Context: an optimization exercise on an open-source flow, tuned for small area, a short achievable clock period and few clock cycles per item. The choices shown serve that exercise and are no tape-out recipe. Function not checked in this run: the RTL went through the layout flow alone. Power figures rest on the tool's default switching activity, not on a simulated workload.

`design/flow/run.sh`:
```
#!/bin/bash
# synth_recipe.tcl (not shown) runs the flow's synth.tcl, then flattens the netlist and writes it again
# the make line also repeats each setting of config.mk as NAME=value (left out here)
make -C /OpenROAD-flow-scripts/flow DESIGN_CONFIG=/design/flow/config.mk WORK_HOME=/design/flow/orfs CLKGATE_MAP_FILE= SYNTH_SCRIPT=/design/flow/synth_recipe.tcl finish
```
`design/flow/config.mk`:
```
export PLATFORM = sky130hd
export DESIGN_NAME = ssp_xform
export DESIGN_NICKNAME = ssp_xform
export VERILOG_FILES = /design/flow/design.v
export SDC_FILE = /design/flow/constraint.sdc
export NUM_CORES = 4
export LEC_CHECK = 0
export CAP_MARGIN = 20
export CORE_MARGIN = 2
export CORE_UTILIZATION = 40
export SLEW_MARGIN = 20
```
`design/flow/constraint.sdc`:
```
create_clock -name core_clock -period 10.0 [get_ports {clk}]
set_input_delay 2.0000 -clock core_clock [delete_from_list [all_inputs] [get_ports {clk}]]
set_output_delay 2.0000 -clock core_clock [all_outputs]
set_load 0.01 [all_outputs]
```
`design/flow/design.v`:
```
module ssp_xform (
    input  wire        clk,
    input  wire        rst,
    input  wire        cfg_we,
    input  wire [7:0]  cfg_addr,
    input  wire [15:0] cfg_wdata,
    input  wire        cmd_valid,
    output wire        cmd_ready,
    input  wire [63:0] cmd_word,
    output wire        mem_en,
    output wire [14:0] mem_addr,
    input  wire [7:0]  mem_rdata,
    output reg         res_valid,
    input  wire        res_ready,
    output reg  [31:0] res_data,
    output wire [3:0]  res_err
);
    localparam AW = 15;
    reg [AW-1:0]   amask;
    reg [AW:0]     bussize;
    reg [AW:0]     srclen;
    reg            dshare;
    reg [5:0]      glen;
    reg [4*AW-1:0] aord;     
    reg [3*8-1:0]  dord;     
    reg [3*8-1:0]  eord;
    reg [5*32-1:0] gord;     
    always @(posedge clk) begin
        if (cfg_we) begin
            case (cfg_addr)
                8'h10: amask   <= cfg_wdata[AW-1:0];
                8'h11: bussize <= cfg_wdata[AW:0];
                8'h12: srclen  <= cfg_wdata[AW:0];
                8'h13: dshare  <= cfg_wdata[0];
                8'h16: glen    <= cfg_wdata[5:0];
                default: ;
            endcase
        end
    end
    genvar k;
    generate
        for (k = 0; k < AW; k = k + 1) begin : g_aord_wr
            always @(posedge clk)
                if (cfg_we && cfg_addr == 8'h20 + k)
                    aord[4*k +: 4] <= cfg_wdata[3:0];
        end
        for (k = 0; k < 8; k = k + 1) begin : g_dord_wr
            always @(posedge clk) begin
                if (cfg_we && cfg_addr == 8'h40 + k)
                    dord[3*k +: 3] <= cfg_wdata[2:0];
                if (cfg_we && cfg_addr == 8'h48 + k)
                    eord[3*k +: 3] <= cfg_wdata[2:0];
            end
        end
        for (k = 0; k < 32; k = k + 1) begin : g_gord_wr
            always @(posedge clk)
                if (cfg_we && cfg_addr == 8'h60 + k)
                    gord[5*k +: 5] <= cfg_wdata[4:0];
        end
    endgenerate
    reg  s_full;
    wire go = !s_full;
    assign cmd_ready = go;
    wire [7:0] w_op  = cmd_word[7:0];
    wire [1:0] w_sel = cmd_word[9:8];
    wire w_rsv8  = |cmd_word[31:10];
    wire w_perm  = (w_op == 8'h10) && !w_rsv8 &&
                   !(w_sel == 2'd2 && dshare);
    wire w_mem   = (w_op[7:1] == 7'h10) && !w_rsv8 && (w_sel == 2'd0);
    reg        a_valid;
    reg        a_perm;
    reg        a_mem;
    reg [1:0]  a_mode;
    reg        a_use_e;      
    reg [31:0] a_arg;
    always @(posedge clk) begin
        if (rst)
            a_valid <= 1'b0;
        else if (go)
            a_valid <= cmd_valid;
        if (go) begin
            a_perm  <= w_perm;
            a_mem   <= w_mem;
            a_mode  <= w_perm ? w_sel : 2'd0;
            a_use_e <= w_op[0] && !dshare;
            a_arg   <= cmd_word[63:32];
        end
    end
    wire [31:0] px = {a_arg[31:AW], a_arg[AW-1:0] ^ (amask & {AW{a_mem}})};
    wire [31:0] pu;
    generate
        for (k = 0; k < 32; k = k + 1) begin : g_perm
            reg [4:0] idx;
            always @(*) begin
                idx = gord[5*(31-k) +: 5];
                if (k < 15 && a_mode == 2'd0) idx = {1'b0, aord[4*((14-k)%15) +: 4]};
                if (k < 8  && a_mode == 2'd1) idx = {2'b0, dord[3*((7-k)%8) +: 3]};
                if (k < 8  && a_mode == 2'd2) idx = {2'b0, eord[3*((7-k)%8) +: 3]};
            end
            assign pu[k] = px[idx];
        end
    endgenerate
    wire [AW-1:0] pa = pu[AW-1:0];
    wire oor  = (|a_arg[31:16]) || (a_arg[15:0] >= bussize);
    wire phys = ({1'b0, pa} >= srclen);
    reg        b_valid;
    reg        b_fetch;      
    reg [AW-1:0] b_pa;       
    reg [AW-1:0] b_arglo;    
    reg [31:AW] b_hi;        
    reg        b_mem;
    reg [1:0]  b_mode;
    reg        b_ill;
    reg [1:0]  b_err;
    reg        b_use_e;
    always @(posedge clk) begin
        if (rst) begin
            b_valid <= 1'b0;
            b_fetch <= 1'b0;
        end else if (go) begin
            b_valid <= a_valid;
            b_fetch <= a_valid && a_mem && !oor && !phys;
        end
        if (go) begin
            b_pa    <= pa;
            b_arglo <= a_arg[AW-1:0];
            b_hi    <= a_mem ? a_arg[31:AW] : pu[31:AW];
            b_mem   <= a_mem;
            b_mode  <= a_mode;
            b_ill   <= !a_mem && !a_perm;
            b_err   <= (!a_mem && !a_perm) ? 2'd3 :
                       !a_mem ? 2'd0 :
                       oor    ? 2'd1 :
                       phys   ? 2'd2 : 2'd0;
            b_use_e <= a_use_e;
        end
    end
    assign mem_en   = b_fetch;
    assign mem_addr = b_pa;
    wire [31:0] b_perm_raw = {b_hi, b_pa};
    wire [5:0]  gsh        = (b_mode == 2'd3) ? (6'd32 - glen) : 6'd0;
    wire [31:0] b_perm_sh  = b_perm_raw >> gsh;
    wire [31:0] b_mask     = b_ill            ? 32'h0 :
                             (b_mode == 2'd0) ? 32'h0000_7FFF :
                             (b_mode == 2'd3) ? 32'hFFFF_FFFF : 32'h0000_00FF;
    wire [31:0] b_data     = b_mem ? {b_hi, b_arglo} : (b_perm_sh & b_mask);
    reg        c_valid;
    reg        c_fetch;      
    reg        c_fresh;      
    reg        c_use_e;
    reg [1:0]  c_err;
    reg [31:0] c_data;
    wire [7:0] dx;
    generate
        for (k = 0; k < 8; k = k + 1) begin : g_dperm
            wire [2:0] di = c_use_e ? eord[3*(7-k) +: 3] : dord[3*(7-k) +: 3];
            assign dx[k] = mem_rdata[di];
        end
    endgenerate
    wire c_fix = c_fresh && c_fetch && !go;
    always @(posedge clk) begin
        if (rst) begin
            c_valid <= 1'b0;
            c_fetch <= 1'b0;
            c_fresh <= 1'b0;
        end else if (go) begin
            c_valid <= b_valid;
            c_fetch <= b_fetch;
            c_fresh <= 1'b1;
        end else begin
            c_fresh <= 1'b0;
            if (c_fix) c_fetch <= 1'b0;
        end
        if (go) begin
            c_use_e <= b_use_e;
            c_err   <= b_err;
            c_data  <= b_data;
        end else if (c_fix) begin
            c_data  <= {24'd0, dx};
        end
    end
    wire [31:0] c_res_data = c_fetch ? {24'd0, dx} : c_data;
    wire [2:0]  c_res_err  = {c_err != 2'd0, c_err == 2'd3, c_err == 2'd2};
    reg [2:0]  r_err;
    reg [31:0] s_data;
    reg [2:0]  s_err;
    assign res_err = {1'b0, r_err};
    wire take = res_valid && res_ready;
    always @(posedge clk) begin
        if (rst) begin
            res_valid <= 1'b0;
            s_full    <= 1'b0;
        end else if (s_full) begin
            if (take) s_full <= 1'b0;
        end else begin
            if (!res_valid || take)
                res_valid <= c_valid;
            else if (c_valid)
                s_full <= 1'b1;
        end
        if (s_full) begin
            if (take) begin
                res_data <= s_data;
                r_err    <= s_err;
            end
        end else if (!res_valid || take) begin
            res_data <= c_res_data;
            r_err    <= c_res_err;
        end
        if (go) begin
            s_data <= c_res_data;
            s_err  <= c_res_err;
        end
    end
endmodule
```
==> impl_metrics.csv <==
group,metric,value,unit
yosys,synth_warnings,59,
layout,instances_no_fill,4142,
placement,dp_slack,4.30,ns
timing,finalCritPeriodShare,0.569,
setup_path,arrival,6.05,ns
setup_path,crit_top_cell,"buf_4",
setup_path,crit_path_end_kind,"register",
pwr,power_leakage,14.1,nW
global_routing,gr-usage-all-layers,0.283,
layout,syn_to_final_growth,12.3,%
die,dieArea,0.0915,mm2
setup_path,path_cells,"buf_4 -> buf_4 -> or2_1 -> buf_4 -> mux2i_1 -> mux4_2 -> mux2_2 -> a211oi_1 -> mux2i_1 -> ha_1 -> a21o_1 -> a21oi_1 -> nor2b_1 -> a2111oi_1 -> o22a_1 -> o22ai_1",
yosys,yosys.area.top_type_share,0.437,
timing,worst_pin_slew,1.31,ns
pwr,finalPower,5.35,mW
placement,dp_cells,4027,
yosys,synthTopCellsByCount,"edfxtp_1, mux2i_1, mux4_2, nand2_1, clkbuf_1",
layout,nNetsFinal,3058,
pwr,p_sw,1.30,mW
timing,fin_crit,5.69,ns
clock_network,cts.clk_slew.worst_paths,0.06,ns
clock_network,ctsLongestPathBuffers,3,
pwr,power_density,134,mW/mm2
die,dieHeight,302,um
route,wirelength,132,mm
global_routing,grt_start_max_net_pins,150,
setup_path,cp-start-kind,"register",
pwr,ir_worst_vdd,0.145,mV
clock_network,cts_buffers,60,
route,drt-pass1-iter-count,6,
outcome,status,"complete, no violations",
die,io_pins,155,
setup_path,r2r_cells,16,
timing,setup_tns,0,ns
timing,final_max_slew_viol_count,0,
placement,port_buffers,153,
yosys,synth_most_common_cell,"edfxtp_1",
layout,final_layout_size_suffix_gt1_frac,0.195,
clock_network,cts_htree_levels,2,
yosys,avgSynthCellArea,12.1,um2
layout,multiInputGateArea,0.0182,mm2
worst_hold_path,whs_path_depth,0,
route,dr_total_vias,28000,
global_routing,grt_overflow,0,
die,start_util,0.403,
yosys,synth-async-reset-ratio,0,
clock_network,cts_root_buffer,"clkbuf_16",
die,fp-row-count,109,
setup_path,crit_fanout,33,
global_routing,grt_pass1_wl,190,mm
yosys,synthFlopType,"edfxtp_1",
setup_path,cpLargestDelayFamily,"compound AO/OA/AOI/OAI gates",
yosys,yosysUniqueCellTypes,81,
pwr,power.share.combinational,0.096,
global_routing,antenna_found_initial,6,
timing,hold_ws,0.422,ns
layout,fill_cells,7962,
yosys,synth_seq_cells,526,
route,viasPerCell,6.75,
clock_network,insertion_delay,0.65,ns
route,drc,0,
setup_path,path_buf_inv,3,
pwr,clkPwrFrac,0.443,
placement,hpwlAfterDp,84.3,mm
layout,final_core_util,0.453,
clock_network,cts_resized,0,
pwr,pwr-share-seq,0.461,
yosys,netlist_area,0.0356,mm2
timing,clock-skew-final,0.0194,ns
placement,postPlaceCellArea,0.0379,mm2
setup_path,critPathSlowestCell,"a2111oi_1",
clock_network,cts_tree,"yes",
yosys,synth_nets,3073,
yosys,synth_area_leader_cell,"edfxtp_1",
yosys,synthCells,2939,
pwr,swShare,0.242,
pwr,intPower,4.06,mW
die,core,0.0884,mm2
global_routing,first_global_vias,27600,
timing,grt_setup_unrepaired,"no",
yosys,synth-edff-count,518,
yosys,ys_seq_area_frac,0.441,
yosys,synth_area_leaders,"edfxtp_1, mux4_2, mux2i_1",
placement,gp_congestion,0.934,
layout,regArea,0.0157,mm2
route,drt_iter0_markers,3456,
clock_network,hold_buffers,0,
timing,max_freq,176,MHz
setup_path,slowest_delay,0.85,ns
setup_path,critPathKind,"reg2reg",
clock_network,cts_sinks,526,
run,maxCapViolations,0,
layout,fin_area,0.0400,mm2
timing,slew_headroom,0.115,
setup_path,cp.required,10.37,ns
die,die_w,302,um
timing,setup_ws,4.31,ns
timing,setup_viol,0,
route,drtAntennaViolNets,0,
clock_network,postCtsSetupRepairBufs,0,
timing,hold_viol,0,
route,wl_per_cell,31.8,um
setup_path,cp.depth,16,
worst_hold_path,hold_class,"reg2reg",
## power by group through the flow
stage	logic, mW	clock network, mW	registers, mW
global route	0.531	2.49	2.47
detailed placement	0.496	0	2.52
global placement	0.487	0	2.51
CTS	0.498	2.41	2.47
finish	0.513	2.37	2.47
floorplan	0.259	0	2.51
## layout by cell type (no fill, tap or decap), drive strengths merged, types with 33 or more instances in the layout
cell	synthesis	final
o2111ai	49	49
mux4	267	267
mux2	79	79
a21oi	146	146
o211ai	37	37
o21ai	75	75
ha	33	33
nor3	86	86
buf	103	89
clkbuf	212	71
clkdlybuf4s50	0	149
nand2	218	218
nand3	64	64
a211oi	70	70
inv	93	94
edfxtp	518	518
mux2i	287	287
nor2	149	149
nor2b	52	52
## per-layer routing
layer / vias to the layer above / global-route usage / share of wire
met1: 14200 / 0.378 / 0.39
met3: 341 / 0.0562 / 0.10
met2: 1832 / 0.446 / 0.46
met4: 0 / 0.134 / 0.050
li1: 11600 / - / -
met5: - / 0 / 0
## worst register-to-register path: stages, from the launching register on
cell	delay [ns]
edfxtp_1	0.32
buf_4	0.29
buf_4	0.49
or2_1	0.35
buf_4	0.45
mux2i_1	0.48
mux4_2	0.55
mux2_2	0.28
a211oi_1	0.23
mux2i_1	0.13
ha_1	0.30
a21o_1	0.17
a21oi_1	0.16
nor2b_1	0.07
a2111oi_1	0.85
o22a_1	0.21
o22ai_1	0.06
## registers in the layout, indices dropped and copies added, names as in the netlist, 3 cells and up
signal    flops
eord         24
s_data       32
b_pa         15
b_arglo      15
dord         24
s_err         3
c_data       32
gord        160
aord         60
b_hi         17
glen          6
a_arg        32
res_data     32
amask        15
bussize      16
r_err         3
srclen       16
## logic make-up after synthesis
| kind of cell | after synthesis | synth area share |
|---|---|---|
| other cells | 1 | 0.000105 |
| flops | 526 | 0.441 |
| xor+xnor | 8 | 0.00197 |
| simple gates | 707 | 0.0965 |
| buf+inv | 409 | 0.0491 |
| fa+ha+maj | 33 | 0.0116 |
| compound gates | 622 | 0.123 |
| mux | 633 | 0.277 |
## worst paths after layout
kind         slack [ns]       end      start
max                4.31  b_err[1]  a_mode[1]
min                0.42   b_use_e    a_use_e
max reg2reg        4.31  b_err[1]  a_mode[1]
min reg2reg        0.42   b_use_e    a_use_e
## cell type report
type,instances,share of cell area
repair buffers,238,0.0540
clock inverters,42,0.0132
multi-input cells,2004,0.455
inverters,94,0.00900
diodes,2,0.000125
clock buffers,71,0.0396
flip-flops and latches,526,0.393
well taps,1165,0.0364

## re-timing with driven ports
How much do the figures lean on ideal ports? The routed layout below was timed once more, with nothing changed but the port constraints.
Step 1, drivers: a clkbuf_16 drives clk and a buf_2 each remaining input, both assumed.
Step 2 adds t to the input delays and takes it off the output delays; t is the mean of the earliest and latest rising clock arrival at the registers after step 1. Input paths then give back, and output paths get back, about the clock's delay inside the block.
Slacks: no drivers / after step 1 / after step 2; pairs: no drivers / after step 1.
t, ns: 0.708
setup slack, ns: 4.312 / 4.312 / 4.312
hold WS [ns]: 0.422 / 0.422 / 0.422
worst setup path at the end: register to register
slew at the worst register clock pin (ns): 0.07 / 0.07
After both steps setup and hold are still met in this run. For this run, drivers alone change the setup slack by 0.000 ns; drivers and shift together by 0.000 ns.
